From an optimization exercise on the open Yosys and OpenROAD flow, aimed at small area, a short achievable clock period and few clock cycles; shortcuts taken in it are not production practice. RTL that was checked went through simulation tests only; none was proved equivalent to the original. Only the layout flow was run in runs 4 and 5; the RTL was not checked for function there. No activity file was given, so power comes from the tool's default toggle rates.

**design/flow/design.v**
```verilog
module csa20_core (
    input  wire        clk,
    input  wire        rst,           
    output reg         mem_valid,
    output reg         mem_we,
    output reg  [10:0] mem_addr,
    output reg  [19:0] mem_wdata,
    input  wire        mem_ready,
    input  wire [19:0] mem_rdata,
    output wire        halted,
    output wire [1:0]  halt_code,     
    output wire [3:0]  mfr,
    output wire        cc_ov,
    output wire        cc_uf
);
    localparam [5:0] OP_LDR = 6'd1,  OP_STR = 6'd2,  OP_LDA = 6'd3,  OP_AMR = 6'd4,
                     OP_SMR = 6'd5,  OP_AIR = 6'd6,  OP_SIR = 6'd7,  OP_LDX = 6'd33,
                     OP_STX = 6'd34;
    localparam [11:0] BOOT_PC       = 12'd10;
    localparam [11:0] FAULT_ENTRY   = 12'd43;
    localparam [10:0] FAULT_PC_SAVE = 11'd4;
    reg s_f;         
    reg s_a1;        
    reg s_a2;        
    reg s_op;        
    reg s_h;         
    reg [11:0] pc;           
    reg [19:0] gpr [0:3];
    reg [12:0] ix  [1:3];
    reg [1:0]  mfr_r;        
    reg        ov_r, uf_r;
    reg [1:0]  hcode;
    reg        c_ldr, c_st, c_ldx, c_alu, c_stx, c_sub, c_lda;
    reg        c_stx0;       
    reg        c_ldt0;       
    reg [1:0]  rf, xf;
    reg        ind;
    reg [19:0] ea;           
    reg        flt;          
    reg        flt_op;       
    reg        pend;         
    assign halted    = s_h;
    assign halt_code = hcode;
    assign mfr       = {2'b00, mfr_r};
    assign cc_ov     = ov_r;
    assign cc_uf     = uf_r;
    reg [12:0] ix_x;
    always @(*) begin
        case (xf)
            2'd1:    ix_x = ix[1];
            2'd2:    ix_x = ix[2];
            2'd3:    ix_x = ix[3];
            default: ix_x = 13'd0;
        endcase
    end
    wire [1:0] ix_tgt = c_lda ? rf : xf;
    wire fault = flt | pc[11];
    always @(*) begin
        mem_valid = ~s_h;
        mem_we    = fault | (s_op & c_st);
        mem_addr  = fault ? FAULT_PC_SAVE : (s_f ? pc[10:0] : ea[10:0]);
        mem_wdata = fault ? {8'd0, pc} : (c_stx ? {7'd0, ix_x} : gpr[rf]);
    end
    wire xfer = ~s_h & mem_ready;
    wire [5:0] d_op = mem_rdata[19:14];
    wire [1:0] d_r  = mem_rdata[13:12];
    wire [1:0] d_x  = mem_rdata[11:10];
    wire d_ldr = (d_op == OP_LDR);
    wire d_str = (d_op == OP_STR);
    wire d_lda = (d_op == OP_LDA);
    wire d_ldx = (d_op == OP_LDX) | d_lda;
    wire d_amr = (d_op == OP_AMR) | (d_op == OP_SMR);
    wire d_imm = (d_op == OP_AIR) | (d_op == OP_SIR);
    wire d_stx = (d_op == OP_STX);
    wire d_sub = (d_op == OP_SMR) | (d_op == OP_SIR);
    wire d_legal = d_ldr | d_str | d_ldx | d_amr | d_imm | d_stx;
    wire d_direct = (d_x == 2'd0) & ~mem_rdata[9];
    wire d_stx0 = d_stx & (d_x == 2'd0);
    wire d_ldt0 = (d_lda & (d_r == 2'd0)) | ((d_op == OP_LDX) & (d_x == 2'd0));
    wire d_mem_direct = d_legal & ~d_imm & d_direct;
    wire d_halt_direct = (d_stx0 | d_ldt0) & d_direct;
    wire [13:0] ea_sum = {1'b0, ix_x} + {1'b0, mem_rdata[12:0]};
    wire        ea_ovf = (|mem_rdata[19:13]) | (|ea_sum[13:11]);
    wire        rd_ovf = |mem_rdata[19:11];
    wire        ix_big = |mem_rdata[19:13];
    wire [19:0] alu_a  = gpr[rf];
    wire [19:0] alu_bb = ea;
    wire [20:0] alu_s  = {1'b0, alu_a} + {1'b0, alu_bb} + {20'd0, c_sub};
    wire        alu_sg = alu_s[20] ^ alu_a[19] ^ alu_bb[19];
    wire        alu_ov = alu_s[20] & (~c_sub | (ea != 20'hfffff));
    wire [18:0] alu_p  = alu_a[18:0] ^ alu_bb[18:0];
    wire        alu_z  = (alu_p[0] == c_sub) &
                         (alu_p[18:1] == (alu_a[17:0] | alu_bb[17:0]));
    wire        alu_uf = alu_sg & (~alu_s[19] | alu_z);
    wire gpr_ld  = s_op & c_ldr & ~flt;
    wire ix_ld   = s_op & c_ldx & ~flt;
    wire [19:0] gpr_wd = rst ? 20'd0 : (pend ? alu_s[19:0] : mem_rdata);
    wire [12:0] ix_wd  = rst ? 13'd0 : mem_rdata[12:0];
    integer k;
    always @(posedge clk) begin
        for (k = 0; k < 4; k = k + 1)
            if (rst || ((pend || gpr_ld) && rf == k))
                gpr[k] <= gpr_wd;
        for (k = 1; k < 4; k = k + 1)
            if (rst || (ix_ld && ix_tgt == k))
                ix[k] <= ix_wd;
    end
    wire f_go = s_f & ~fault & xfer;     
    always @(posedge clk) begin
        if (rst) begin
            s_f  <= 1'b1;
            s_a1 <= 1'b0;
            s_a2 <= 1'b0;
            s_op <= 1'b0;
            s_h  <= 1'b0;
            flt  <= 1'b0;
        end else if (xfer) begin
            s_f  <= (s_f & (fault | ~d_legal | d_imm)) | (s_a2 & flt) |
                    (s_op & (flt | ~(c_ldt0 | (c_ldx & ix_big))));
            s_a1 <= s_f & ~fault & d_legal & ~d_imm & ~d_direct;
            s_a2 <= s_a1 & ind;
            s_op <= (s_f & ~fault & d_mem_direct & ~d_halt_direct) |
                    (s_a1 & ~ind) | (s_a2 & ~flt & ~c_stx0);
            s_h  <= (s_f & ~fault & d_halt_direct) | (s_a2 & ~flt & c_stx0) |
                    (s_op & ~flt & (c_ldt0 | (c_ldx & ix_big)));
            flt  <= (s_f & ~fault & ~d_legal) | (s_a1 & ea_ovf) |
                    (s_a2 & ~flt & rd_ovf & ~c_stx0);
        end
    end
    always @(posedge clk) begin
        if (rst)
            pc <= BOOT_PC;
        else if (xfer & (fault | s_op | (s_f & d_imm)))
            pc <= fault ? FAULT_ENTRY : pc + 12'd1;
    end
    always @(posedge clk) begin
        if (rst)
            mfr_r <= 2'd0;
        else if (xfer & fault)
            mfr_r <= {1'b1, ~(flt & flt_op)};
    end
    always @(posedge clk) begin
        if (!s_h)
            hcode <= (s_op && !c_ldt0) ? 2'd2 : 2'd1;
    end
    always @(posedge clk) begin
        if (rst) begin
            ov_r <= 1'b0;
            uf_r <= 1'b0;
            pend <= 1'b0;
        end else begin
            if (pend) begin
                ov_r <= alu_ov;
                uf_r <= alu_uf;
            end
            pend <= (f_go & d_imm) | (s_op & ~flt & xfer & c_alu);
        end
    end
    always @(posedge clk) begin
        if (f_go) begin
            c_ldr  <= d_ldr;
            c_st   <= d_str | d_stx;
            c_ldx  <= d_ldx;
            c_lda  <= d_lda;
            c_alu  <= d_amr;
            c_stx  <= d_stx;
            c_sub  <= d_sub;
            c_stx0 <= d_stx0;
            c_ldt0 <= d_ldt0;
            rf     <= d_r;
            xf     <= d_x;
            ind    <= mem_rdata[9];
            flt_op <= ~d_legal;
        end
    end
    always @(posedge clk) begin
        if (xfer) begin
            if (s_f)
                ea <= {20{d_op == OP_SIR}} ^ {12'd0, mem_rdata[7:0]};
            else if (s_a1)
                ea <= {mem_rdata[19:11], ea_sum[10:0]};
            else
                ea <= {20{s_op & c_sub}} ^ mem_rdata;
        end
    end
endmodule
```
**design/flow/run.sh**
```bash
#!/bin/bash
# synth_recipe.tcl (not shown) runs the flow's synth.tcl, then flattens the netlist and writes it again
# the make line also repeats each setting of config.mk as NAME=value (left out here)
make -C /OpenROAD-flow-scripts/flow DESIGN_CONFIG=/design/flow/config.mk WORK_HOME=/design/flow/orfs CLKGATE_MAP_FILE= SYNTH_SCRIPT=/design/flow/synth_recipe.tcl finish
```
**design/flow/config.mk**
```make
export PLATFORM = sky130hd
export DESIGN_NAME = csa20_core
export DESIGN_NICKNAME = csa20_core
export VERILOG_FILES = /design/flow/design.v
export SDC_FILE = /design/flow/constraint.sdc
export NUM_CORES = 4
export LEC_CHECK = 0
export CAP_MARGIN = 20
export CORE_MARGIN = 2
export CORE_UTILIZATION = 40
export SETUP_SLACK_MARGIN = 5
export SLEW_MARGIN = 20
```
**design/flow/constraint.sdc**
```tcl
create_clock -name core_clock -period 10.0 [get_ports {clk}]
set_input_delay 2.0000 -clock core_clock [delete_from_list [all_inputs] [get_ports {clk}]]
set_output_delay 2.0000 -clock core_clock [all_outputs]
set_load 0.01 [all_outputs]
```
==> results.txt, run 1 <==
# TYPE chip_impl_metric gauge
chip_impl_metric{name="finClkSkew",unit="ps"} 11.9
chip_impl_metric{name="multiInputGateArea",unit="mm2"} 0.00461
chip_impl_info{name="timing.hold.worst.class",value="reg2reg"} 1
chip_impl_metric{name="cts_sink_cnt",unit=""} 179
chip_impl_info{name="run_status",value="timing/DRC/antenna clean"} 1
chip_impl_metric{name="final.fill_count",unit=""} 2399
chip_impl_info{name="final_cell_mix",value="edfxtp_1, nor2_1, clkdlybuf4s50_1, inv_1"} 1
chip_impl_info{name="rsz0062_at_grt",value="no"} 1
chip_impl_metric{name="via_count_of_the_first_global_routing_pass",unit=""} 6998
chip_impl_metric{name="final-max-slew-violation-count",unit=""} 0
chip_impl_metric{name="register_area",unit="mm2"} 0.00514
chip_impl_metric{name="drive_above_1_share",unit=""} 0.104
chip_impl_metric{name="power_density",unit="mW/mm2"} 170
chip_impl_metric{name="chipHeight",unit="um"} 163
chip_impl_metric{name="detail_route.iter0.violations",unit=""} 564
chip_impl_metric{name="synth_seq_cells",unit=""} 179
chip_impl_metric{name="floorplan.initialDensity",unit=""} 0.405
chip_impl_metric{name="path_clk_slew",unit="ps"} 80
chip_impl_metric{name="final.period_utilization",unit=""} 0.480
chip_impl_metric{name="synth_cell_types",unit=""} 62
chip_impl_metric{name="viasPerCell",unit=""} 5.52
chip_impl_info{name="clock-root-buffer",value="clkbuf_16"} 1
chip_impl_metric{name="synthesis.instances",unit=""} 894
chip_impl_metric{name="synth_enable_flop_cells",unit=""} 156
chip_impl_metric{name="hold_slack",unit="ps"} 448
chip_impl_metric{name="cp.arrival",unit="ps"} 2800
chip_impl_metric{name="cts_hold_buffers",unit=""} 0
chip_impl_info{name="synth-main-ff-cell",value="edfxtp_1"} 1
chip_impl_metric{name="hold_viol_final",unit=""} 0
chip_impl_metric{name="remaining_drc_errors",unit=""} 0
chip_impl_info{name="timing.setup.critical_path_class",value="reg2out"} 1
chip_impl_info{name="final_common_cell",value="edfxtp_1"} 1
chip_impl_metric{name="relative_slew_slack",unit=""} 0.288
chip_impl_metric{name="clk_latency",unit="ps"} 440
chip_impl_metric{name="num_io_pins",unit=""} 65
chip_impl_metric{name="floorplan.die_area",unit="mm2"} 0.0267
chip_impl_metric{name="cts-buffers-inserted",unit=""} 17
chip_impl_metric{name="placement.cell_area",unit="mm2"} 0.0111
chip_impl_metric{name="pin_count_of_the_biggest_net_entering_global_routing",unit=""} 45
chip_impl_metric{name="post_synth_arst_share",unit=""} 0
chip_impl_metric{name="worst-path-max-fanout",unit=""} 24
chip_impl_info{name="worstSetupStartpointType",value="flop"} 1
chip_impl_metric{name="antenna_cells",unit=""} 0
chip_impl_metric{name="gr-total-overflow",unit=""} 0
chip_impl_metric{name="antenna_found_initial",unit=""} 0
chip_impl_metric{name="number_of_core_rows",unit=""} 58
chip_impl_metric{name="design.core.area",unit="mm2"} 0.0251
chip_impl_metric{name="synthesized_area",unit="mm2"} 0.0102
chip_impl_metric{name="total_number_of_h_tree_levels",unit=""} 4
chip_impl_metric{name="detailedRoute.firstPassIterationCount",unit=""} 5
chip_impl_metric{name="post-dp-hpwl",unit="um"} 19700
chip_impl_metric{name="detail-route-antenna-nets",unit=""} 0
chip_impl_metric{name="p_leak",unit="nW"} 4.56
chip_impl_metric{name="nets",unit=""} 1020
chip_impl_metric{name="grt_usage",unit=""} 0.216
chip_impl_metric{name="die_width",unit="um"} 163
chip_impl_metric{name="synth-seq-area-share",unit=""} 0.506
chip_impl_metric{name="finalWirelength",unit="um"} 27700
chip_impl_metric{name="setup_viol",unit=""} 0
chip_impl_info{name="worst_setup_ep_type",value="output pin"} 1
chip_impl_metric{name="timing.max_cap.violations",unit=""} 0
chip_impl_metric{name="worst-endpoint-required",unit="ps"} 8000
chip_impl_metric{name="grt_pass1_wl",unit="um"} 42600
chip_impl_metric{name="totalNegativeSetupSlack",unit="ps"} 0
chip_impl_metric{name="final_core_util",unit=""} 0.468
chip_impl_metric{name="synth-warning-count",unit=""} 3
chip_impl_metric{name="final.min_clock_period",unit="ps"} 4800
chip_impl_metric{name="final_cell_area",unit="mm2"} 0.0118
chip_impl_metric{name="routed_wirelength_normalized_by_instance_count",unit="um"} 21.5
chip_impl_info{name="tritoncts_clock_tree",value="yes"} 1
chip_impl_metric{name="max-clock-path-buffers",unit=""} 2
chip_impl_metric{name="worst-slew-pin-transition",unit="ps"} 1070
chip_impl_metric{name="post_syn_area_per_cell",unit="um2"} 11.4
chip_impl_metric{name="max_clock_freq",unit="MHz"} 208
chip_impl_metric{name="layout-area-overhead-vs-synth",unit="%"} 15.6
chip_impl_metric{name="globalplace.congestion",unit=""} 0.903
chip_impl_metric{name="port_buffers",unit=""} 62
chip_impl_metric{name="worst_ir_drop_vdd",unit="mV"} 0.0914
chip_impl_metric{name="regToRegSetupSlack",unit="ps"} 5730
chip_impl_metric{name="vias",unit=""} 7104
==> worst max-delay path, stage by stage, from the launching register on <==
cell and delay [ps]:
edfxtp_1 320, buf_4 410, mux4_2 640, mux2i_1 290
o21ai_0 140, clkdlybuf4s50_1 520
==> repair_timing <==
action / CTS / global route
buffers inserted: 6 / 0
endpoints found under the hold margin: 0 / 0
gates resized for setup: 2 / 0
setup endpoints to repair: 13 / 0
==> state kept, by name (all words and copies together), names as in the netlist, 2 cells and up <==
| signal | cells |
|---|---|
| mfr_r | 2 |
| ix | 39 |
| rf | 2 |
| ea | 20 |
| hcode | 2 |
| pc | 12 |
| xf | 2 |
| gpr | 80 |
==> routing by layer <==
layer	GRT usage	vias to the layer above	share of wire
li1	-	3354	-
met1	0.301	3460	0.45
met2	0.352	257	0.47
met3	0.0366	33	0.062
met4	0.0558	0	0.017
met5	0	-	0
==> Yosys cell counts (3+ instances only) <==
| library cell | number | share of area |
|---|---|---|
| clkbuf_1 | 35 | 0.013 |
| mux4_2 | 20 | 0.044 |
| edfxtp_1 | 156 | 0.46 |
| nor4_1 | 5 | 0.0031 |
| o21a_1 | 5 | 0.0037 |
| o21ai_1 | 8 | 0.0039 |
| xor2_1 | 43 | 0.037 |
| nand2b_1 | 9 | 0.0055 |
| a22o_1 | 13 | 0.011 |
| nor2b_1 | 19 | 0.012 |
| dfxtp_1 | 23 | 0.045 |
| nand3_1 | 23 | 0.011 |
| o22ai_1 | 4 | 0.0025 |
| mux2_2 | 13 | 0.014 |
| nand2_1 | 52 | 0.019 |
| a21oi_1 | 49 | 0.024 |
| a21o_1 | 13 | 0.0096 |
| mux2i_1 | 36 | 0.035 |
| a211oi_1 | 17 | 0.013 |
| and3_1 | 10 | 0.0062 |
| fa_1 | 3 | 0.0059 |
| xnor2_1 | 38 | 0.033 |
| or4_1 | 3 | 0.0022 |
| nor2_1 | 61 | 0.023 |
| or3_1 | 3 | 0.0018 |
| and2_1 | 3 | 0.0018 |
| nor3_1 | 15 | 0.0074 |
| nand4_1 | 11 | 0.0068 |
| inv_1 | 60 | 0.022 |
| o21bai_1 | 5 | 0.0037 |
| o31ai_1 | 4 | 0.0030 |
| o21ai_0 | 32 | 0.016 |
| buf_1 | 4 | 0.0015 |
| buf_2 | 12 | 0.0059 |
| ha_1 | 51 | 0.063 |
==> area by class of cell <==
| type | instances | area share |
|---|---|---|
| Clock inverter | 15 | 0.0143 |
| Multi-Input combinational cell | 603 | 0.392 |
| Timing Repair Buffer | 82 | 0.0658 |
| Inverter | 60 | 0.0192 |
| Sequential cell | 179 | 0.437 |
| Clock buffer | 17 | 0.0362 |
| Tap cell | 330 | 0.0351 |
==> worst paths after layout <==
| check | from | end | depth (start not counted) |
|---|---|---|---|
| worst min register to register | flt_op | mfr_r[0] | 1 |
| worst max-delay path | rf[1] | mem_wdata[9] | 5 |
| worst max register to register | rf[1] | gpr[2][18] | 14 |
| worst min-delay path | flt_op | mfr_r[0] | 1 |
==> power by group <==
part | leakage, nW | internal (mW) | switching [mW]
sequential | 1.76 | 0.866 | 0.0268
clock | 0.285 | 0.356 | 0.320
combinational | 2.51 | 0.180 | 0.250
total | 4.56 | 1.40 | 0.597
==> kinds of logic (layout without fill, tap and decap cells) <==
group,count (synthesis),in the layout,share of synthesized area
adders and majority gates,54,54,0.0686
and+or+nand+nor,227,227,0.110
other,1,2,0.000369
AOI/OAI and AO/OA,170,170,0.108
buffers and inverters,113,174,0.0439
DFF,179,179,0.506
muxes,69,69,0.0941
xor gates and xnor gates,81,81,0.0698
==> per-stage QoR <==
stage                     std cells  setup slack (ps)  power (mW)
after global routing           1286              5010        2.09
after floorplan                 895              6150        1.18
after detailed placement       1247              4900        1.33
after global placement         1247              5060        1.33
final                          1286              5200        2.00
after CTS                      1285              5130        2.01
Testbench counts, summed over its fixed seeds: cycles 19,209.
==> inputs of run 2 (changes only) <==
==> design/flow/flow/run.sh (new file) <==
#!/bin/bash
# The standard layout, with timing repair aiming at 6 ns of setup slack.
set -euo pipefail
export SETUP_SLACK_MARGIN=6
bash standard.sh SETUP_SLACK_MARGIN=6 finish > standard_flow.log 2>&1
==> design/flow/standard.sh (new file) <==
#!/bin/bash
# synth_recipe.tcl (not shown) runs the flow's synth.tcl, then flattens the netlist and writes it again
# the make line also repeats each setting of config.mk as NAME=value (left out here)
make -C /OpenROAD-flow-scripts/flow DESIGN_CONFIG=/design/flow/config.mk WORK_HOME=/design/flow/orfs CLKGATE_MAP_FILE= SYNTH_SCRIPT=/design/flow/synth_recipe.tcl "${@:-finish}"
--- a/design/flow/config.mk
+++ b/design/flow/config.mk
@@ -9,4 +9,4 @@
 export CORE_MARGIN = 2
 export CORE_UTILIZATION = 40
-export SETUP_SLACK_MARGIN = 5
+export CTS_BUF_LIST = sky130_fd_sc_hd__clkbuf_8
 export SLEW_MARGIN = 20
removed: design/flow/run.sh
==> run 2 against run 1 <==
Net effect: setup slack better by 570 ps; global-route usage is 0.38 points higher; critical path depth rose by 1; hold slack lost 3.2 ps; clock-buffer cell count unchanged; cell area increased by 2.5%; combinational power up about 10%; via count increased by 4.0%; cell count grew 3.1%; wire length increased by 6.3%; non-clock buffer count up 37; largest cell class unchanged; highest routed layer unchanged.
==> results.txt, run 2 <==
# TYPE chip_impl_metric gauge
chip_impl_info{name="run_status",value="timing/DRC/antenna clean"} 1
chip_impl_metric{name="total_number_of_h_tree_levels",unit=""} 4
chip_impl_metric{name="timing.max_cap.violations",unit=""} 0
chip_impl_info{name="critPathTopFamily",value="multiplexers"} 1
chip_impl_metric{name="worst-path-max-fanout",unit=""} 6
chip_impl_metric{name="hold_slack",unit="ps"} 445
chip_impl_metric{name="detailedRoute.firstPassIterationCount",unit=""} 5
chip_impl_metric{name="design.core.area",unit="mm2"} 0.0251
chip_impl_info{name="synth-main-ff-cell",value="edfxtp_1"} 1
chip_impl_info{name="cell_chain_of_the_critical_path",value="buf_6, buf_12, mux4_2, mux2i_2, o21ai_1, buf_2"} 1
chip_impl_metric{name="synthesis.instances",unit=""} 894
chip_impl_info{name="timing.setup.critical_path_class",value="reg2out"} 1
chip_impl_metric{name="synth-warning-count",unit=""} 3
chip_impl_metric{name="final.min_clock_period",unit="ps"} 4230
chip_impl_metric{name="p_leak",unit="nW"} 4.80
chip_impl_metric{name="yosysTopAreaCellShare",unit=""} 0.461
chip_impl_metric{name="cp.arrival",unit="ps"} 2230
chip_impl_metric{name="chipHeight",unit="um"} 163
chip_impl_metric{name="total_power_consumption_of_the_routed_design",unit="mW"} 1.88
chip_impl_metric{name="synth_simple_gate_area_frac",unit=""} 0.110
chip_impl_metric{name="relative_slew_slack",unit=""} 0.250
chip_impl_metric{name="cts-buffers-inserted",unit=""} 17
chip_impl_metric{name="detail_route.iter0.violations",unit=""} 675
chip_impl_metric{name="finalWirelength",unit="um"} 29400
chip_impl_metric{name="yosys.area_share.adder",unit=""} 0.0686
chip_impl_info{name="post-synth-top-count-cell",value="edfxtp_1"} 1
chip_impl_metric{name="final_cell_area",unit="mm2"} 0.0121
chip_impl_metric{name="synth_seq_cells",unit=""} 179
chip_impl_metric{name="synth-compound-area-share",unit=""} 0.108
chip_impl_metric{name="port_buffers",unit=""} 62
chip_impl_metric{name="path_clk_slew",unit="ps"} 100
chip_impl_metric{name="die_width",unit="um"} 163
chip_impl_metric{name="clk_latency",unit="ps"} 480
chip_impl_info{name="grt-busiest-layer",value="met2"} 1
chip_impl_info{name="yosys-top-cells-count",value="edfxtp_1, nor2_1, inv_1"} 1
chip_impl_metric{name="post_synth_mux_area_share",unit=""} 0.0941
chip_impl_metric{name="post_syn_area_per_cell",unit="um2"} 11.4
chip_impl_metric{name="nets",unit=""} 1060
chip_impl_metric{name="placed_cells",unit=""} 1247
chip_impl_metric{name="groute.layer.met3.usage",unit=""} 0.0345
chip_impl_metric{name="post-dp-hpwl",unit="um"} 19700
chip_impl_metric{name="floorplan.initialDensity",unit=""} 0.405
chip_impl_metric{name="timing.critical_path.buf_inv",unit=""} 3
chip_impl_metric{name="via_count_of_the_first_global_routing_pass",unit=""} 7158
chip_impl_metric{name="layout-area-overhead-vs-synth",unit="%"} 18.6
chip_impl_metric{name="detail-route-antenna-nets",unit=""} 0
chip_impl_info{name="clock-root-buffer",value="clkbuf_8"} 1
chip_impl_metric{name="synth-seq-area-share",unit=""} 0.506
chip_impl_info{name="timing.hold.worst.class",value="reg2reg"} 1
chip_impl_metric{name="post_synth_xor_area_fraction",unit=""} 0.0698
chip_impl_metric{name="number_of_core_rows",unit=""} 58
chip_impl_metric{name="final_core_util",unit=""} 0.480
chip_impl_metric{name="grt_pass1_wl",unit="um"} 43400
chip_impl_metric{name="flip_flop_count_of_the_largest_register_after_layout",unit=""} 80
chip_impl_metric{name="worst-endpoint-required",unit="ps"} 8000
chip_impl_metric{name="cts_hold_buffers",unit=""} 0
chip_impl_metric{name="viasPerCell",unit=""} 5.57
chip_impl_metric{name="drive_above_1_share",unit=""} 0.191
chip_impl_metric{name="pin_count_of_the_biggest_net_entering_global_routing",unit=""} 45
chip_impl_info{name="top_register",value="gpr"} 1
chip_impl_info{name="synth_area_leader_cell",value="edfxtp_1"} 1
chip_impl_metric{name="timing.critical_path.slowest_cell_delay",unit="ps"} 560
chip_impl_info{name="combinational_family_with_the_most_area_after_synthesis",value="simple AND/OR/NAND/NOR gates"} 1
chip_impl_info{name="final_cell_mix",value="edfxtp_1, nor2_1, inv_1, nand2_1, ha_1"} 1
chip_impl_metric{name="stdcell_count",unit=""} 1326
chip_impl_metric{name="synthesized_area",unit="mm2"} 0.0102
chip_impl_info{name="worstSetupStartpointType",value="flop"} 1
chip_impl_info{name="layout_top_registers",value="gpr: 80 flops, ix: 39 flops, ea: 20 flops"} 1
chip_impl_info{name="final_common_cell",value="edfxtp_1"} 1
chip_impl_metric{name="setup_viol",unit=""} 0
chip_impl_metric{name="globalplace.congestion",unit=""} 0.903
chip_impl_info{name="synth.area.top_cells",value="edfxtp_1, ha_1, dfxtp_1, mux4_2, xor2_1"} 1
chip_impl_metric{name="grtUsageMet1",unit=""} 0.307
chip_impl_metric{name="dpl_worst_slack",unit="ps"} 4900
chip_impl_metric{name="antenna_cells",unit=""} 0
chip_impl_metric{name="cts_sink_cnt",unit=""} 179
chip_impl_metric{name="finClkSkew",unit="ps"} 22.3
chip_impl_info{name="tritoncts_clock_tree",value="yes"} 1
chip_impl_metric{name="antenna_found_initial",unit=""} 0
chip_impl_metric{name="gr-total-overflow",unit=""} 0
chip_impl_metric{name="worst_ir_drop_vdd",unit="mV"} 0.0896
chip_impl_metric{name="max-clock-path-buffers",unit=""} 2
chip_impl_metric{name="hold_viol_final",unit=""} 0
chip_impl_metric{name="synth_cell_types",unit=""} 62
chip_impl_metric{name="synth_enable_flop_cells",unit=""} 156
chip_impl_metric{name="final-max-slew-violation-count",unit=""} 0
chip_impl_metric{name="vias",unit=""} 7388
chip_impl_metric{name="final.fill_count",unit=""} 2383
chip_impl_metric{name="power_density",unit="mW/mm2"} 156
chip_impl_metric{name="placement.cell_area",unit="mm2"} 0.0111
chip_impl_info{name="rsz0062_at_grt",value="yes"} 1
chip_impl_metric{name="grt_usage",unit=""} 0.220
chip_impl_metric{name="routed_wirelength_normalized_by_instance_count",unit="um"} 22.2
chip_impl_metric{name="floorplan.die_area",unit="mm2"} 0.0267
chip_impl_metric{name="postLayoutSetupSlackWorst",unit="ps"} 5770
chip_impl_metric{name="worst-slew-pin-transition",unit="ps"} 1130
chip_impl_info{name="timing.critical_path.slowest_stage_cell",value="mux4_2"} 1
chip_impl_metric{name="grt.met2_usage",unit=""} 0.360
chip_impl_metric{name="max_clock_freq",unit="MHz"} 236
chip_impl_metric{name="totalNegativeSetupSlack",unit="ps"} 0
chip_impl_metric{name="num_io_pins",unit=""} 65
chip_impl_metric{name="post_synth_arst_share",unit=""} 0
chip_impl_metric{name="final.period_utilization",unit=""} 0.423
chip_impl_info{name="worst_setup_ep_type",value="output pin"} 1
chip_impl_metric{name="remaining_drc_errors",unit=""} 0
==> run 2: repair_timing <==
action	CTS	global route
resized for setup	96	42
endpoints found under the hold margin	0	0
endpoints found under the setup margin	55	65
cloned	2	4
buffers inserted	34	7
pin swaps	3	7
==> run 2: worst paths after layout <==
| path | from | end | slack, ps | cells past startpoint |
|---|---|---|---|---|
| worst min register to register | flt_op | mfr_r[0] | 450 | 1 |
| worst min-delay path | flt_op | mfr_r[0] | 450 | 1 |
| worst max-delay path | rf[1] | mem_wdata[8] | 5770 | 6 |
| worst max register to register | rf[1] | gpr[2][18] | 6140 | 16 |
==> run 2: area by class of cell <==
cell class / count / area [um2] / share of cell area
flip-flops and latches: 179 / 5150 / 0.427
clock buffers: 17 / 234 / 0.0194
clock inverters: 15 / 168 / 0.0139
inverters: 60 / 225 / 0.0187
multi-input cells: 606 / 4790 / 0.397
repair buffers: 119 / 1080 / 0.0899
well taps: 330 / 413 / 0.0342
==> run 2: worst register-to-register path: cells and delay by family, from the launching register on <==
| kind | cells | cell delay, ps |
|---|---|---|
| compound gates | 7 | 1270 |
| buf+inv | 5 | 640 |
| fa+ha+maj | 2 | 620 |
| mux | 1 | 540 |
| flops | 1 | 350 |
| xor+xnor | 1 | 200 |
==> run 2: logic make-up (layout without fill, tap and decap cells) <==
| logic type | after synthesis | count (layout) |
|---|---|---|
| AND/OR/NAND/NOR | 227 | 230 |
| AO/OA/AOI/OAI | 170 | 170 |
| XOR/XNOR | 81 | 81 |
| buffers and inverters | 113 | 211 |
| other | 1 | 2 |
| flip-flops | 179 | 179 |
| adder cells (fa/ha/maj) | 54 | 54 |
| multiplexers | 69 | 69 |
==> run 2: metal layers <==
metal | vias up | routed length (um)
met5 | - | 0
li1 | 3439 | -
met4 | 0 | 516
met1 | 3615 | 13000
met3 | 33 | 2080
met2 | 301 | 13900
==> run 2: where the power goes <==
part           internal [mW]  switching, mW
Sequential             0.866         0.0262
Clock                  0.209          0.300
Combinational          0.203          0.272
==> inputs of run 3 (changes only) <==
--- a/design/flow/config.mk
+++ b/design/flow/config.mk
@@ -9,4 +9,3 @@
 export CORE_MARGIN = 2
 export CORE_UTILIZATION = 40
-export CTS_BUF_LIST = sky130_fd_sc_hd__clkbuf_8
 export SLEW_MARGIN = 20
==> run 3 against run 2 <==
Net effect: largest cell class unchanged; clock-buffer cell count did not move; combinational power barely moved; clock power up 33%; critical path type unchanged.
==> results.txt, run 3 <==
# TYPE chip_impl_metric gauge
chip_impl_metric{name="grt.met2_usage",unit=""} 0.363
chip_impl_metric{name="drive_above_1_share",unit=""} 0.190
chip_impl_metric{name="design.core.area",unit="mm2"} 0.0251
chip_impl_metric{name="remaining_drc_errors",unit=""} 0
chip_impl_metric{name="min_delay_path_depth",unit=""} 1
chip_impl_metric{name="globalplace.congestion",unit=""} 0.903
chip_impl_metric{name="detail_route.iter0.violations",unit=""} 633
chip_impl_metric{name="num_io_pins",unit=""} 65
chip_impl_metric{name="totalNegativeSetupSlack",unit="ps"} 0
chip_impl_metric{name="cp.arrival",unit="ps"} 2190
chip_impl_metric{name="max_clock_freq",unit="MHz"} 239
chip_impl_info{name="synth_area_leader_cell",value="edfxtp_1"} 1
chip_impl_metric{name="yosysTopAreaCellShare",unit=""} 0.461
chip_impl_metric{name="synth_seq_cells",unit=""} 179
chip_impl_info{name="timing.critical_path.slowest_stage_cell",value="mux4_2"} 1
chip_impl_metric{name="path_clk_slew",unit="ps"} 80
chip_impl_metric{name="relative_slew_slack",unit=""} 0.254
chip_impl_info{name="synth.area.top_cells",value="edfxtp_1, ha_1, dfxtp_1, mux4_2, xor2_1"} 1
chip_impl_info{name="whs_endpoint",value="mfr_r[0]"} 1
chip_impl_metric{name="regToRegSetupSlack",unit="ps"} 6130
chip_impl_metric{name="worst-endpoint-required",unit="ps"} 8000
chip_impl_metric{name="vias",unit=""} 7448
chip_impl_metric{name="via_count_of_the_first_global_routing_pass",unit=""} 7217
chip_impl_metric{name="detailedRoute.firstPassIterationCount",unit=""} 5
chip_impl_metric{name="max-clock-path-buffers",unit=""} 2
chip_impl_metric{name="power_density",unit="mW/mm2"} 167
chip_impl_info{name="grt-busiest-layer",value="met2"} 1
chip_impl_metric{name="cts_sink_cnt",unit=""} 179
chip_impl_metric{name="detail-route-antenna-nets",unit=""} 0
chip_impl_metric{name="synth-seq-area-share",unit=""} 0.506
chip_impl_metric{name="hold_slack",unit="ps"} 446
chip_impl_metric{name="worst-path-max-fanout",unit=""} 6
chip_impl_metric{name="gr-total-overflow",unit=""} 0
chip_impl_info{name="final_common_cell",value="edfxtp_1"} 1
chip_impl_info{name="final_cell_mix",value="edfxtp_1, nor2_1, inv_1, nand2_1, buf_4"} 1
chip_impl_info{name="clock-root-buffer",value="clkbuf_16"} 1
chip_impl_info{name="tritoncts_clock_tree",value="yes"} 1
chip_impl_metric{name="worst-r2r-cell-count",unit=""} 16
chip_impl_metric{name="post_syn_area_per_cell",unit="um2"} 11.4
chip_impl_metric{name="synth_cell_types",unit=""} 62
chip_impl_metric{name="final.min_clock_period",unit="ps"} 4190
chip_impl_info{name="timing.hold.worst.class",value="reg2reg"} 1
chip_impl_metric{name="post_synth_arst_share",unit=""} 0
chip_impl_metric{name="synth_enable_flop_cells",unit=""} 156
chip_impl_metric{name="final-max-slew-violation-count",unit=""} 0
chip_impl_info{name="top_register",value="gpr"} 1
chip_impl_metric{name="synthesized_area",unit="mm2"} 0.0102
chip_impl_metric{name="grt_pass1_wl",unit="um"} 43900
chip_impl_metric{name="post-dp-hpwl",unit="um"} 19700
chip_impl_metric{name="finClkSkew",unit="ps"} 12.8
chip_impl_metric{name="pin_count_of_the_biggest_net_entering_global_routing",unit=""} 45
chip_impl_metric{name="synthesis.instances",unit=""} 894
chip_impl_metric{name="clk_latency",unit="ps"} 440
chip_impl_info{name="timing.setup.critical_path_class",value="reg2out"} 1
chip_impl_metric{name="finalWirelength",unit="um"} 29600
chip_impl_metric{name="chipHeight",unit="um"} 163
chip_impl_info{name="cell_chain_of_the_critical_path",value="buf_6, buf_12, mux4_2, mux2i_4, o21ai_0, buf_2"} 1
chip_impl_metric{name="cts-buffers-inserted",unit=""} 17
chip_impl_info{name="worst_setup_ep_type",value="output pin"} 1
chip_impl_metric{name="die_width",unit="um"} 163
chip_impl_info{name="yosys-top-cells-count",value="edfxtp_1, nor2_1, inv_1"} 1
chip_impl_metric{name="nets",unit=""} 1062
chip_impl_metric{name="floorplan.die_area",unit="mm2"} 0.0267
chip_impl_metric{name="setup_viol",unit=""} 0
chip_impl_info{name="synth-main-ff-cell",value="edfxtp_1"} 1
chip_impl_metric{name="synth-warning-count",unit=""} 3
chip_impl_metric{name="flip_flop_count_of_the_largest_register_after_layout",unit=""} 80
chip_impl_metric{name="grtUsageMet1",unit=""} 0.309
chip_impl_metric{name="total_number_of_h_tree_levels",unit=""} 4
chip_impl_metric{name="hold_viol_final",unit=""} 0
chip_impl_metric{name="timing.critical_path.slowest_cell_delay",unit="ps"} 570
chip_impl_metric{name="timing.max_cap.violations",unit=""} 0
chip_impl_info{name="layout_top_registers",value="gpr: 80 flops, ix: 39 flops, ea: 20 flops"} 1
chip_impl_metric{name="final.period_utilization",unit=""} 0.419
chip_impl_metric{name="floorplan.initialDensity",unit=""} 0.405
chip_impl_info{name="min_from",value="flt_op"} 1
chip_impl_info{name="run_status",value="timing/DRC/antenna clean"} 1
chip_impl_metric{name="viasPerCell",unit=""} 5.61
chip_impl_info{name="worstSetupStartpointType",value="flop"} 1
chip_impl_info{name="rr_endpoint",value="gpr[2][18]"} 1
chip_impl_metric{name="antenna_cells",unit=""} 0
chip_impl_metric{name="worst-slew-pin-transition",unit="ps"} 1120
chip_impl_metric{name="grt_usage",unit=""} 0.223
chip_impl_metric{name="number_of_core_rows",unit=""} 58
chip_impl_metric{name="routed_wirelength_normalized_by_instance_count",unit="um"} 22.3
chip_impl_metric{name="p_leak",unit="nW"} 4.89
chip_impl_metric{name="port_buffers",unit=""} 62
chip_impl_info{name="reg2reg_from",value="rf[1]"} 1
chip_impl_info{name="rsz0062_at_grt",value="yes"} 1
chip_impl_info{name="post-synth-top-count-cell",value="edfxtp_1"} 1
chip_impl_metric{name="worst_ir_drop_vdd",unit="mV"} 0.0918
chip_impl_metric{name="antenna_found_initial",unit=""} 0
chip_impl_metric{name="groute.layer.met3.usage",unit=""} 0.0358
chip_impl_metric{name="layout-area-overhead-vs-synth",unit="%"} 20.4
==> run 3: worst max-delay path: cells and delay by family, from the launching register on <==
family	cells	cell delay, ps
multiplexers	2	780
buffers and inverters	3	490
flip-flops	1	340
AO/OA/AOI/OAI	1	110
==> run 3: cell type report <==
type / instances / area [um2]
clock buffers: 17 / 425
inverters: 60 / 225
repair buffers: 121 / 1080
flip-flops and latches: 179 / 5150
fillers: 2358 / 12900
well taps: 330 / 413
clock inverters: 15 / 168
multi-input cells: 606 / 4790
==> run 3: cell families after synthesis <==
group                      after synthesis  share of synthesized area
and+or+nand+nor                        227                      0.110
DFF                                    179                      0.506
AOI/OAI and AO/OA                      170                      0.108
buffers and inverters                  113                     0.0439
xor gates and xnor gates                81                     0.0698
muxes                                   69                     0.0941
adders and majority gates               54                     0.0686
other                                    1                   0.000369
==> run 3: metal layers <==
metal  share of wire  wire (um)
met2            0.47      13900
met5               0          0
met4           0.020        593
met1            0.44      13100
met3           0.067       1980
==> run 3: repair_timing <==
item | 4_1_cts | 5_1_grt
hold buffers | 0 | 0
endpoints found under the setup margin | 56 | 69
setup buffers | 37 | 7
gates resized for setup | 99 | 37
gates cloned | 2 | 3
pin swaps | 3 | 8
==> run 3: how the worst max path moves through the flow <==
stage | to | from | cells after the start | slack, ps
detailed placement | mem_wdata[1] | xf[1] | 5 | 4900
floorplan | ea[10] | mem_rdata[0] | 11 | 6150
finish | mem_wdata[10] | rf[1] | 6 | 5810
CTS | mem_wdata[9] | rf[1] | 6 | 5780
global placement | mem_wdata[1] | xf[1] | 5 | 5060
global route | mem_wdata[8] | rf[1] | 6 | 5750
==> run 3: where the power goes <==
part           internal, mW  switching (mW)
logic                 0.204           0.273
clock network         0.356           0.323
registers             0.866          0.0261
total                  1.43           0.623
==> run 3: stage by stage <==
step           instances  worst slack (ps)  power [mW]  utilization  instance area (um2)
3_3_place_gp        1247              5060        1.33        0.442                11100
2_1_floorplan        895              6150        1.18            -                10200
6_report            1328              5810        2.05        0.488                12200
3_5_place_dp        1247              4900        1.33        0.442                11100
5_1_grt             1328              5750        2.13        0.488                12200
4_1_cts             1318              5780        2.04        0.481                12100
==> inputs of run 4 (changes only) <==
--- a/design/flow/design.v
+++ b/design/flow/design.v
@@ -34,5 +34,6 @@
     reg        c_stx0;       
     reg        c_ldt0;       
-    reg [1:0]  rf, xf;
+    reg [3:0]  rsel;         
+    reg [3:1]  xsel;         
     reg        ind;
     reg [19:0] ea;           
@@ -45,20 +46,15 @@
     assign cc_ov     = ov_r;
     assign cc_uf     = uf_r;
-    reg [12:0] ix_x;
-    always @(*) begin
-        case (xf)
-            2'd1:    ix_x = ix[1];
-            2'd2:    ix_x = ix[2];
-            2'd3:    ix_x = ix[3];
-            default: ix_x = 13'd0;
-        endcase
-    end
-    wire [1:0] ix_tgt = c_lda ? rf : xf;
-    wire fault = flt | pc[11];
+    wire [12:0] ix_x = ({13{xsel[1]}} & ix[1]) | ({13{xsel[2]}} & ix[2]) |
+                       ({13{xsel[3]}} & ix[3]);
+    wire [19:0] gpr_r = ({20{rsel[0]}} & gpr[0]) | ({20{rsel[1]}} & gpr[1]) |
+                        ({20{rsel[2]}} & gpr[2]) | ({20{rsel[3]}} & gpr[3]);
+    wire [3:1] ix_tgt = c_lda ? rsel[3:1] : xsel;
+    wire fault = flt;
     always @(*) begin
         mem_valid = ~s_h;
         mem_we    = fault | (s_op & c_st);
         mem_addr  = fault ? FAULT_PC_SAVE : (s_f ? pc[10:0] : ea[10:0]);
-        mem_wdata = fault ? {8'd0, pc} : (c_stx ? {7'd0, ix_x} : gpr[rf]);
+        mem_wdata = fault ? {8'd0, pc} : (c_stx ? {7'd0, ix_x} : gpr_r);
     end
     wire xfer = ~s_h & mem_ready;
@@ -80,9 +76,9 @@
     wire d_mem_direct = d_legal & ~d_imm & d_direct;
     wire d_halt_direct = (d_stx0 | d_ldt0) & d_direct;
-    wire [13:0] ea_sum = {1'b0, ix_x} + {1'b0, mem_rdata[12:0]};
-    wire        ea_ovf = (|mem_rdata[19:13]) | (|ea_sum[13:11]);
+    wire [11:0] ea_sum = {1'b0, ix_x[10:0]} + {1'b0, mem_rdata[10:0]};
+    wire        ea_ovf = (|mem_rdata[19:11]) | (|ix_x[12:11]) | ea_sum[11];
     wire        rd_ovf = |mem_rdata[19:11];
     wire        ix_big = |mem_rdata[19:13];
-    wire [19:0] alu_a  = gpr[rf];
+    wire [19:0] alu_a  = gpr_r;
     wire [19:0] alu_bb = ea;
     wire [20:0] alu_s  = {1'b0, alu_a} + {1'b0, alu_bb} + {20'd0, c_sub};
@@ -100,11 +96,12 @@
     always @(posedge clk) begin
         for (k = 0; k < 4; k = k + 1)
-            if (rst || ((pend || gpr_ld) && rf == k))
+            if (rst || ((pend || gpr_ld) && rsel[k]))
                 gpr[k] <= gpr_wd;
         for (k = 1; k < 4; k = k + 1)
-            if (rst || (ix_ld && ix_tgt == k))
+            if (rst || (ix_ld && ix_tgt[k]))
                 ix[k] <= ix_wd;
     end
     wire f_go = s_f & ~fault & xfer;     
+    wire pc_last = (pc == 12'd2047);
     always @(posedge clk) begin
         if (rst) begin
@@ -124,6 +121,7 @@
             s_h  <= (s_f & ~fault & d_halt_direct) | (s_a2 & ~flt & c_stx0) |
                     (s_op & ~flt & (c_ldt0 | (c_ldx & ix_big)));
-            flt  <= (s_f & ~fault & ~d_legal) | (s_a1 & ea_ovf) |
-                    (s_a2 & ~flt & rd_ovf & ~c_stx0);
+            flt  <= (s_f & ~fault & (~d_legal | (d_imm & pc_last))) |
+                    (s_a1 & ea_ovf) | (s_a2 & ~flt & rd_ovf & ~c_stx0) |
+                    (s_op & ~flt & pc_last);
         end
     end
@@ -168,6 +166,6 @@
             c_stx0 <= d_stx0;
             c_ldt0 <= d_ldt0;
-            rf     <= d_r;
-            xf     <= d_x;
+            rsel   <= {4{~d_stx}} & (4'b0001 << d_r);
+            xsel   <= (4'b0001 << d_x) >> 1;
             ind    <= mem_rdata[9];
             flt_op <= ~d_legal;
==> run 4 against run 3 <==
Net effect: synthesized cell count grew 6.9%; largest cell class unchanged; still clean on timing, DRC and antenna; clock power shrank 2%; via count grew 3.8%; hold slack gained 41 ps; critical path depth grew 1; critical endpoint is now mem_wdata[0]; combinational power grew 3%; non-clock buffer count shrank 3; wire length shrank 1.3%; clock skew grew 1.1 ps; clock-buffer cell count grew 2; flip-flop and latch count grew 3; sequential share of layout area grew 0.41 points.
==> results.txt, run 4 <==
# TYPE chip_impl_metric gauge
chip_impl_metric{name="power_density",unit="mW/mm2"} 168
chip_impl_metric{name="worst-endpoint-required",unit="ps"} 8000
chip_impl_metric{name="worst-path-max-fanout",unit=""} 5
chip_impl_metric{name="p_comb_frac",unit=""} 0.238
chip_impl_metric{name="regToRegSetupSlack",unit="ps"} 6110
chip_impl_metric{name="placed_cells",unit=""} 1304
chip_impl_info{name="final_cell_mix",value="edfxtp_1, nand2_1, nor2_1, inv_1, a21oi_1"} 1
chip_impl_metric{name="relative_slew_slack",unit=""} 0.299
chip_impl_metric{name="detail_route.iter0.violations",unit=""} 655
chip_impl_metric{name="synthesized_area",unit="mm2"} 0.0101
chip_impl_info{name="synth_area_leader_cell",value="edfxtp_1"} 1
chip_impl_metric{name="gr-total-overflow",unit=""} 0
chip_impl_metric{name="design.core.area",unit="mm2"} 0.0250
chip_impl_metric{name="finClkSkew",unit="ps"} 14.0
chip_impl_metric{name="finalWirelength",unit="um"} 29200
chip_impl_metric{name="viasPerCell",unit=""} 5.60
chip_impl_metric{name="num_io_pins",unit=""} 65
chip_impl_metric{name="postLayoutSetupSlackWorst",unit="ps"} 5890
chip_impl_info{name="rr_endpoint",value="gpr[3][19]"} 1
chip_impl_metric{name="post_syn_area_per_cell",unit="um2"} 10.6
chip_impl_metric{name="yosysTopAreaCellShare",unit=""} 0.472
chip_impl_info{name="timing.setup.critical_path_class",value="reg2out"} 1
chip_impl_info{name="tritoncts_clock_tree",value="yes"} 1
chip_impl_metric{name="placement.cell_area",unit="mm2"} 0.0110
chip_impl_metric{name="timing.max_cap.violations",unit=""} 0
chip_impl_metric{name="min_delay_path_depth",unit=""} 2
chip_impl_info{name="timing.hold.worst.class",value="reg2reg"} 1
chip_impl_metric{name="detailedRoute.firstPassIterationCount",unit=""} 6
chip_impl_metric{name="pin_count_of_the_biggest_net_entering_global_routing",unit=""} 54
chip_impl_metric{name="floorplan.die_area",unit="mm2"} 0.0266
chip_impl_metric{name="post-dp-hpwl",unit="um"} 19800
chip_impl_metric{name="synth_enable_flop_cells",unit=""} 159
chip_impl_metric{name="synth-warning-count",unit=""} 3
chip_impl_metric{name="via_count_of_the_first_global_routing_pass",unit=""} 7378
chip_impl_metric{name="hold_viol_final",unit=""} 0
chip_impl_metric{name="grt_usage",unit=""} 0.224
chip_impl_metric{name="layout-area-overhead-vs-synth",unit="%"} 22.1
chip_impl_metric{name="cp.arrival",unit="ps"} 2110
chip_impl_metric{name="final_cell_area",unit="mm2"} 0.0123
chip_impl_info{name="min_from",value="mfr_r[1]"} 1
chip_impl_metric{name="nets",unit=""} 1111
chip_impl_metric{name="final-max-slew-violation-count",unit=""} 0
chip_impl_metric{name="post_synth_arst_share",unit=""} 0
chip_impl_info{name="worstSetupStartpointType",value="flop"} 1
chip_impl_metric{name="die_width",unit="um"} 163
chip_impl_metric{name="p_leak",unit="nW"} 4.86
chip_impl_info{name="yosys-top-cells-count",value="edfxtp_1, nand2_1, nor2_1"} 1
chip_impl_info{name="synth.area.top_cells",value="edfxtp_1, ha_1, dfxtp_1, xnor2_1, nand2_1"} 1
chip_impl_metric{name="chipHeight",unit="um"} 163
chip_impl_metric{name="stdcell_count",unit=""} 1379
chip_impl_info{name="critPathLaunch",value="rsel[0]"} 1
chip_impl_info{name="final_common_cell",value="edfxtp_1"} 1
chip_impl_metric{name="share_clk_of_total_power",unit=""} 0.321
chip_impl_metric{name="routed_wirelength_normalized_by_instance_count",unit="um"} 21.2
chip_impl_metric{name="path_clk_slew",unit="ps"} 70
chip_impl_metric{name="vias",unit=""} 7728
chip_impl_metric{name="final.period_utilization",unit=""} 0.411
chip_impl_metric{name="total_number_of_h_tree_levels",unit=""} 4
chip_impl_metric{name="flip_flop_count_of_the_largest_register_after_layout",unit=""} 80
chip_impl_metric{name="globalplace.congestion",unit=""} 0.905
chip_impl_metric{name="synthesis.instances",unit=""} 956
chip_impl_info{name="run_status",value="timing/DRC/antenna clean"} 1
chip_impl_metric{name="cts_sink_cnt",unit=""} 182
chip_impl_metric{name="detail-route-antenna-nets",unit=""} 0
chip_impl_metric{name="hold_slack",unit="ps"} 488
chip_impl_metric{name="synth_seq_cells",unit=""} 182
chip_impl_metric{name="setup_viol",unit=""} 0
chip_impl_metric{name="clk_latency",unit="ps"} 440
chip_impl_metric{name="antenna_cells",unit=""} 0
chip_impl_metric{name="max-clock-path-buffers",unit=""} 2
chip_impl_metric{name="antenna_found_initial",unit=""} 0
chip_impl_metric{name="p_int",unit="mW"} 1.43
chip_impl_metric{name="port_buffers",unit=""} 62
chip_impl_info{name="layout_top_registers",value="gpr: 80 flops, ix: 39 flops, ea: 20 flops"} 1
chip_impl_info{name="clock-root-buffer",value="clkbuf_16"} 1
chip_impl_info{name="reg2reg_from",value="rsel[0]"} 1
chip_impl_info{name="worst_setup_ep_type",value="output pin"} 1
chip_impl_metric{name="totalNegativeSetupSlack",unit="ps"} 0
chip_impl_metric{name="worst-r2r-cell-count",unit=""} 16
chip_impl_info{name="synth-main-ff-cell",value="edfxtp_1"} 1
chip_impl_metric{name="dpl_worst_slack",unit="ps"} 4920
chip_impl_info{name="top_register",value="gpr"} 1
chip_impl_metric{name="sequentialPowerShare",unit=""} 0.441
chip_impl_metric{name="remaining_drc_errors",unit=""} 0
chip_impl_metric{name="drive_above_1_share",unit=""} 0.172
chip_impl_metric{name="cts_hold_buffers",unit=""} 0
chip_impl_metric{name="netSwitchingPower",unit="uW"} 635
chip_impl_metric{name="worst-slew-pin-transition",unit="ps"} 1050
chip_impl_metric{name="synth_cell_types",unit=""} 57
chip_impl_metric{name="worst_ir_drop_vdd",unit="mV"} 0.113
chip_impl_info{name="whs_endpoint",value="mfr_r[1]"} 1
chip_impl_metric{name="max_clock_freq",unit="MHz"} 243
chip_impl_metric{name="floorplan.initialDensity",unit=""} 0.405
chip_impl_metric{name="number_of_core_rows",unit=""} 58
chip_impl_info{name="post-synth-top-count-cell",value="edfxtp_1"} 1
chip_impl_metric{name="synth-seq-area-share",unit=""} 0.518
chip_impl_metric{name="final.min_clock_period",unit="ps"} 4110
chip_impl_metric{name="cts-buffers-inserted",unit=""} 17
chip_impl_metric{name="power.share.switching",unit=""} 0.307
chip_impl_info{name="rsz0062_at_grt",value="yes"} 1
chip_impl_metric{name="grt_pass1_wl",unit="um"} 43900
-- run 4: cell count changes after synthesis, sizes merged, moves of 7 or more --
cell	change
o21ai	+13
nor2	+7
a22oi	+29
clkbuf	+11
nand2	+36
nand3	-9
and3	-7
mux2i	-16
a221oi	+7
mux2	-13
xor2	-7
a222oi	+13
mux4	-20
-- run 4: per-layer routing --
metal	track usage	share of wire	up-vias
li1	-	-	3649
met1	0.317	0.46	3748
met2	0.352	0.46	283
met3	0.0331	0.061	48
met4	0.0724	0.024	0
met5	0	0	-
-- run 4: cell families (layout without fill, tap and decap cells) --
group	Yosys count	in the layout	synth area share
AO/OA/AOI/OAI	239	239	0.157
XOR/XNOR	79	79	0.0685
adder cells (fa/ha/maj)	52	52	0.0666
buffers and inverters	122	214	0.0478
flip-flops	182	182	0.518
multiplexers	20	20	0.0198
AND/OR/NAND/NOR	261	261	0.122
other	1	2	0.000371
-- run 4: final cells by class --
| type | count | area (um2) |
|---|---|---|
| fillers | 2278 | 12600 |
| flip-flops and latches | 182 | 5240 |
| multi-input cells | 653 | 4770 |
| repair buffers | 118 | 1090 |
| clock buffers | 19 | 453 |
| well taps | 330 | 413 |
| inverters | 64 | 244 |
| clock inverters | 13 | 134 |
-- run 4: what timing repair did --
action | 4_1_cts | 5_1_grt
buffers inserted | 37 | 4
endpoints found under the setup margin | 75 | 45
pin swaps | 22 | 21
resized for setup | 160 | 31
cloned | 1 | 1
-- run 4: critical path, stage by stage (launching register included) --
cell and delay [ps]:
edfxtp_1 450, buf_12 170, a22o_4 240, a221oi_4 250
nor2b_1 180, a211oi_1 70, a21o_1 170, buf_2 130
-- run 4: worst max-delay path by stage --
stage | to | depth (start not counted)
final | mem_wdata[0] | 7
after global routing | mem_wdata[0] | 7
after CTS | mem_wdata[0] | 7
after detailed placement | ea[10] | 5
after global placement | ea[10] | 5
after floorplan | ea[10] | 9
-- run 4: per-stage QoR --
step	total power, mW	utilization
after floorplan	1.20	-
after global placement	1.35	0.441
after detailed placement	1.35	0.441
after CTS	2.06	0.490
after global routing	2.15	0.494
final	2.07	0.494
-- run 4: power groups by stage --
stage                     Clock (mW)  Combinational [mW]  Sequential (mW)
after floorplan                    0               0.291            0.913
after global placement             0               0.423            0.928
after detailed placement           0               0.422            0.930
after CTS                      0.671               0.481            0.910
after global routing           0.702               0.536            0.916
final                          0.663               0.492            0.912
==> inputs of run 5 (changes only) <==
==> design/flow/flow/run.sh (replaced) <==
#!/bin/bash
# The standard layout, with timing repair aiming at 6 ns of setup slack and
# plain buffers (not delay cells) on the ports.
set -euo pipefail
export SETUP_SLACK_MARGIN=6
export BUFFER_PORTS_ARGS="-buffer_cell sky130_fd_sc_hd__buf_4"
bash standard.sh SETUP_SLACK_MARGIN=6 "BUFFER_PORTS_ARGS=-buffer_cell sky130_fd_sc_hd__buf_4" finish > standard_flow.log 2>&1
==> run 5 against run 4 <==
Net effect: area after synthesis did not move; sequential power barely moved; setup slack improved by 80 ps; largest cell class unchanged; clock power rose by 1%; still clean on timing, DRC and antenna; clock-buffer cell count fell by 1; highest routed layer unchanged; cell area fell by 2.6%; critical path depth fell by 1; register-to-register slack got worse by 20 ps.
==> results.txt, run 5 <==
# TYPE chip_impl_metric gauge
chip_impl_metric{name="design.core.area",unit="mm2"} 0.0250
chip_impl_metric{name="share_clk_of_total_power",unit=""} 0.326
chip_impl_metric{name="via_count_of_the_first_global_routing_pass",unit=""} 7333
chip_impl_info{name="tritoncts_clock_tree",value="yes"} 1
chip_impl_metric{name="synth-warning-count",unit=""} 3
chip_impl_metric{name="port_buffers",unit=""} 62
chip_impl_metric{name="worst-path-max-fanout",unit=""} 3
chip_impl_info{name="worstSetupStartpointType",value="flop"} 1
chip_impl_metric{name="dpl_worst_slack",unit="ps"} 5500
chip_impl_metric{name="post_synth_arst_share",unit=""} 0
chip_impl_metric{name="hold_viol_final",unit=""} 0
chip_impl_metric{name="routed_wirelength_normalized_by_instance_count",unit="um"} 21.2
chip_impl_metric{name="yosys.area_share.adder",unit=""} 0.0666
chip_impl_metric{name="regToRegSetupSlack",unit="ps"} 6090
chip_impl_info{name="final_common_cell",value="edfxtp_1"} 1
chip_impl_metric{name="floorplan.initialDensity",unit=""} 0.405
chip_impl_metric{name="grt_usage",unit=""} 0.220
chip_impl_info{name="reg2reg_from",value="rsel[0]"} 1
chip_impl_metric{name="post_synth_xor_area_fraction",unit=""} 0.0685
chip_impl_metric{name="gr-total-overflow",unit=""} 0
chip_impl_info{name="final_cell_mix",value="edfxtp_1, buf_4, nand2_1, nor2_1, inv_1"} 1
chip_impl_metric{name="p_leak",unit="nW"} 4.77
chip_impl_metric{name="floorplan.die_area",unit="mm2"} 0.0266
chip_impl_info{name="post-synth-top-count-cell",value="edfxtp_1"} 1
chip_impl_metric{name="worst-endpoint-required",unit="ps"} 8000
chip_impl_metric{name="grt_pass1_wl",unit="um"} 43200
chip_impl_metric{name="number_of_core_rows",unit=""} 58
chip_impl_metric{name="netSwitchingPower",unit="uW"} 635
chip_impl_metric{name="cp.arrival",unit="ps"} 2030
chip_impl_metric{name="worst-slew-pin-transition",unit="ps"} 1100
chip_impl_metric{name="antenna_found_initial",unit=""} 0
chip_impl_info{name="combinational_family_with_the_most_area_after_synthesis",value="compound AO/OA/AOI/OAI gates"} 1
chip_impl_metric{name="detail-route-antenna-nets",unit=""} 0
chip_impl_metric{name="post_synth_mux_area_share",unit=""} 0.0198
chip_impl_info{name="synth.area.top_cells",value="edfxtp_1, ha_1, dfxtp_1, xnor2_1, nand2_1"} 1
chip_impl_metric{name="synth-compound-area-share",unit=""} 0.157
chip_impl_info{name="top_register",value="gpr"} 1
chip_impl_metric{name="vias",unit=""} 7616
chip_impl_metric{name="setup_viol",unit=""} 0
chip_impl_metric{name="final.period_utilization",unit=""} 0.403
chip_impl_metric{name="timing.max_cap.violations",unit=""} 0
chip_impl_metric{name="synth_simple_gate_area_frac",unit=""} 0.122
chip_impl_info{name="clock-root-buffer",value="clkbuf_16"} 1
chip_impl_metric{name="worst-r2r-cell-count",unit=""} 13
chip_impl_metric{name="worst_ir_drop_vdd",unit="mV"} 0.114
chip_impl_metric{name="finalWirelength",unit="um"} 28900
chip_impl_metric{name="p_int",unit="mW"} 1.42
chip_impl_metric{name="cts_sink_cnt",unit=""} 182
chip_impl_metric{name="die_width",unit="um"} 163
chip_impl_metric{name="nets",unit=""} 1095
chip_impl_metric{name="synth_seq_cells",unit=""} 182
chip_impl_metric{name="synth_cell_types",unit=""} 57
chip_impl_info{name="critPathLaunch",value="rsel[0]"} 1
chip_impl_metric{name="detailedRoute.firstPassIterationCount",unit=""} 5
chip_impl_info{name="crit_path_end",value="mem_wdata[0]"} 1
chip_impl_metric{name="synthesis.instances",unit=""} 956
chip_impl_metric{name="clk_latency",unit="ps"} 440
chip_impl_metric{name="total_number_of_h_tree_levels",unit=""} 4
chip_impl_metric{name="post-dp-hpwl",unit="um"} 19700
chip_impl_metric{name="remaining_drc_errors",unit=""} 0
chip_impl_metric{name="detail_route.iter0.violations",unit=""} 606
chip_impl_info{name="worst_setup_ep_type",value="output pin"} 1
chip_impl_metric{name="totalNegativeSetupSlack",unit="ps"} 0
chip_impl_info{name="run_status",value="timing/DRC/antenna clean"} 1
chip_impl_metric{name="pin_count_of_the_biggest_net_entering_global_routing",unit=""} 54
chip_impl_info{name="layout_top_registers",value="gpr: 80 flops, ix: 39 flops, ea: 20 flops"} 1
chip_impl_metric{name="sequentialPowerShare",unit=""} 0.442
chip_impl_metric{name="viasPerCell",unit=""} 5.59
chip_impl_metric{name="layout-area-overhead-vs-synth",unit="%"} 18.9
chip_impl_metric{name="num_io_pins",unit=""} 65
chip_impl_metric{name="drive_above_1_share",unit=""} 0.183
chip_impl_metric{name="cts-buffers-inserted",unit=""} 17
chip_impl_metric{name="finClkSkew",unit="ps"} 19.0
chip_impl_metric{name="synth_enable_flop_cells",unit=""} 159
chip_impl_metric{name="postLayoutSetupSlackWorst",unit="ps"} 5970
chip_impl_info{name="rsz0062_at_grt",value="yes"} 1
chip_impl_metric{name="relative_slew_slack",unit=""} 0.268
chip_impl_metric{name="power_density",unit="mW/mm2"} 171
chip_impl_metric{name="power.share.switching",unit=""} 0.309
chip_impl_metric{name="max-clock-path-buffers",unit=""} 2
chip_impl_metric{name="final.fill_count",unit=""} 2341
chip_impl_metric{name="final.min_clock_period",unit="ps"} 4030
chip_impl_metric{name="chipHeight",unit="um"} 163
chip_impl_metric{name="path_clk_slew",unit="ps"} 80
chip_impl_info{name="rr_endpoint",value="gpr[3][14]"} 1
chip_impl_info{name="synth_area_leader_cell",value="edfxtp_1"} 1
chip_impl_info{name="yosys-top-cells-count",value="edfxtp_1, nand2_1, nor2_1"} 1
chip_impl_metric{name="antenna_cells",unit=""} 0
chip_impl_metric{name="max_clock_freq",unit="MHz"} 248
chip_impl_metric{name="final-max-slew-violation-count",unit=""} 0
chip_impl_metric{name="synth-seq-area-share",unit=""} 0.518
chip_impl_metric{name="flip_flop_count_of_the_largest_register_after_layout",unit=""} 80
chip_impl_info{name="timing.hold.worst.class",value="reg2reg"} 1
chip_impl_metric{name="globalplace.congestion",unit=""} 0.939
chip_impl_metric{name="p_comb_frac",unit=""} 0.232
chip_impl_info{name="timing.setup.critical_path_class",value="reg2out"} 1
chip_impl_metric{name="post_syn_area_per_cell",unit="um2"} 10.6
chip_impl_info{name="synth-main-ff-cell",value="edfxtp_1"} 1
chip_impl_metric{name="synthesized_area",unit="mm2"} 0.0101
chip_impl_metric{name="yosysTopAreaCellShare",unit=""} 0.472
[run 5: kinds of logic after synthesis]
logic type,count (synthesis)
XOR/XNOR,79
adder cells (fa/ha/maj),52
AO/OA/AOI/OAI,239
multiplexers,20
other,1
flip-flops,182
AND/OR/NAND/NOR,261
buffers and inverters,122
[run 5: final cells by class]
cell class | instances | area [um2] | area share
Sequential cell | 182 | 5240 | 0.436
Multi-Input combinational cell | 653 | 4670 | 0.389
Timing Repair Buffer | 102 | 858 | 0.0714
Clock buffer | 18 | 450 | 0.0375
Tap cell | 330 | 413 | 0.0344
Inverter | 64 | 240 | 0.0200
Clock inverter | 14 | 148 | 0.0123
[run 5: worst min-delay path by stage]
stage               startpoint  endpoint  cells past startpoint
floorplan               flt_op  mfr_r[0]                      1
global placement      mfr_r[1]  mfr_r[1]                      2
detailed placement      flt_op  mfr_r[0]                      1
CTS                   mfr_r[1]  mfr_r[1]                      2
global route              ov_r      ov_r                      2
finish                mfr_r[1]  mfr_r[1]                      2
[run 5: stage by stage]
stage,hold slack (ps),instances,util,total power [mW],area (um2)
6_report,479,1363,0.481,2.06,12000
4_1_cts,488,1358,0.476,2.05,11900
3_3_place_gp,460,1301,0.434,1.34,10800
5_1_grt,509,1363,0.481,2.14,12000
2_1_floorplan,424,957,-,1.20,10100
3_5_place_dp,450,1301,0.434,1.35,10800
[run 5: power groups by stage]
stage	sequential, mW	clock, mW	combinational (mW)
after detailed placement	0.934	0	0.412
after CTS	0.909	0.678	0.462
after floorplan	0.913	0	0.291
after global placement	0.932	0	0.411
final	0.910	0.671	0.478
after global routing	0.914	0.712	0.519
[run 5: per-layer routing]
metal / GRT usage / wire length, um / up-vias
met3: 0.0441 / 1710 / 36
met1: 0.304 / 13100 / 3728
met2: 0.353 / 13500 / 238
met5: 0 / 0 / -
li1: - / - / 3614
met4: 0.0632 / 620 / 0
[run 5: repair_timing]
item	CTS	global route
hold buffers	0	0
gates resized for setup	51	20
pin swaps	7	18
setup endpoints to repair	51	23
gates cloned	0	0
buffers inserted	25	5
[run 5: critical path: stages, from the launching register on]
cell and delay (ps):
edfxtp_1 490, a22o_1 300, a221oi_4 250, nor2b_4 200
a211oi_2 50, a21o_1 190, buf_6 120

==> afterwards: timing with drivers on the ports <==
Ports are ideal in the flow. The routed layouts listed here were re-timed in OpenROAD. Step 1 (the two cells are an assumption about what drives the block):
set clk [get_ports {clk}]
set_driving_cell -lib_cell sky130_fd_sc_hd__clkbuf_16 $clk
set_driving_cell -lib_cell sky130_fd_sc_hd__buf_2 [delete_from_list [all_inputs] $clk]
Step 2 moves the port delays by t, midway between the first and last clock arrival at a register: inputs arrive t later, outputs are due t later. That takes back most of the time a late clock gives input paths. a / b / c = ideal / step 1 / step 2; a / b = the first two.
| run | t, ns | slack for setup (ns) | worst setup path after step 2 | latest minus earliest clock arrival (ns) |
|---|---|---|---|---|
| run 1 | 0.479 | 5.201 / 5.154 / 5.071 | input to register | 0.012 / 0.012 |
| run 2 | 0.510 | 5.769 / 5.727 / 5.640 | input to register | 0.022 / 0.022 |
| run 3 | 0.479 | 5.815 / 5.769 / 5.652 | input to register | 0.013 / 0.013 |
| run 4 | 0.485 | 5.887 / 5.840 / 5.626 | input to register | 0.014 / 0.014 |
| run 5 | 0.478 | 5.967 / 5.924 / 5.663 | input to register | 0.019 / 0.019 |
After both steps setup and hold are still met in every run listed. For run 5, which loses most, drivers alone change the setup slack by -0.043 ns; drivers and shift together by -0.304 ns.
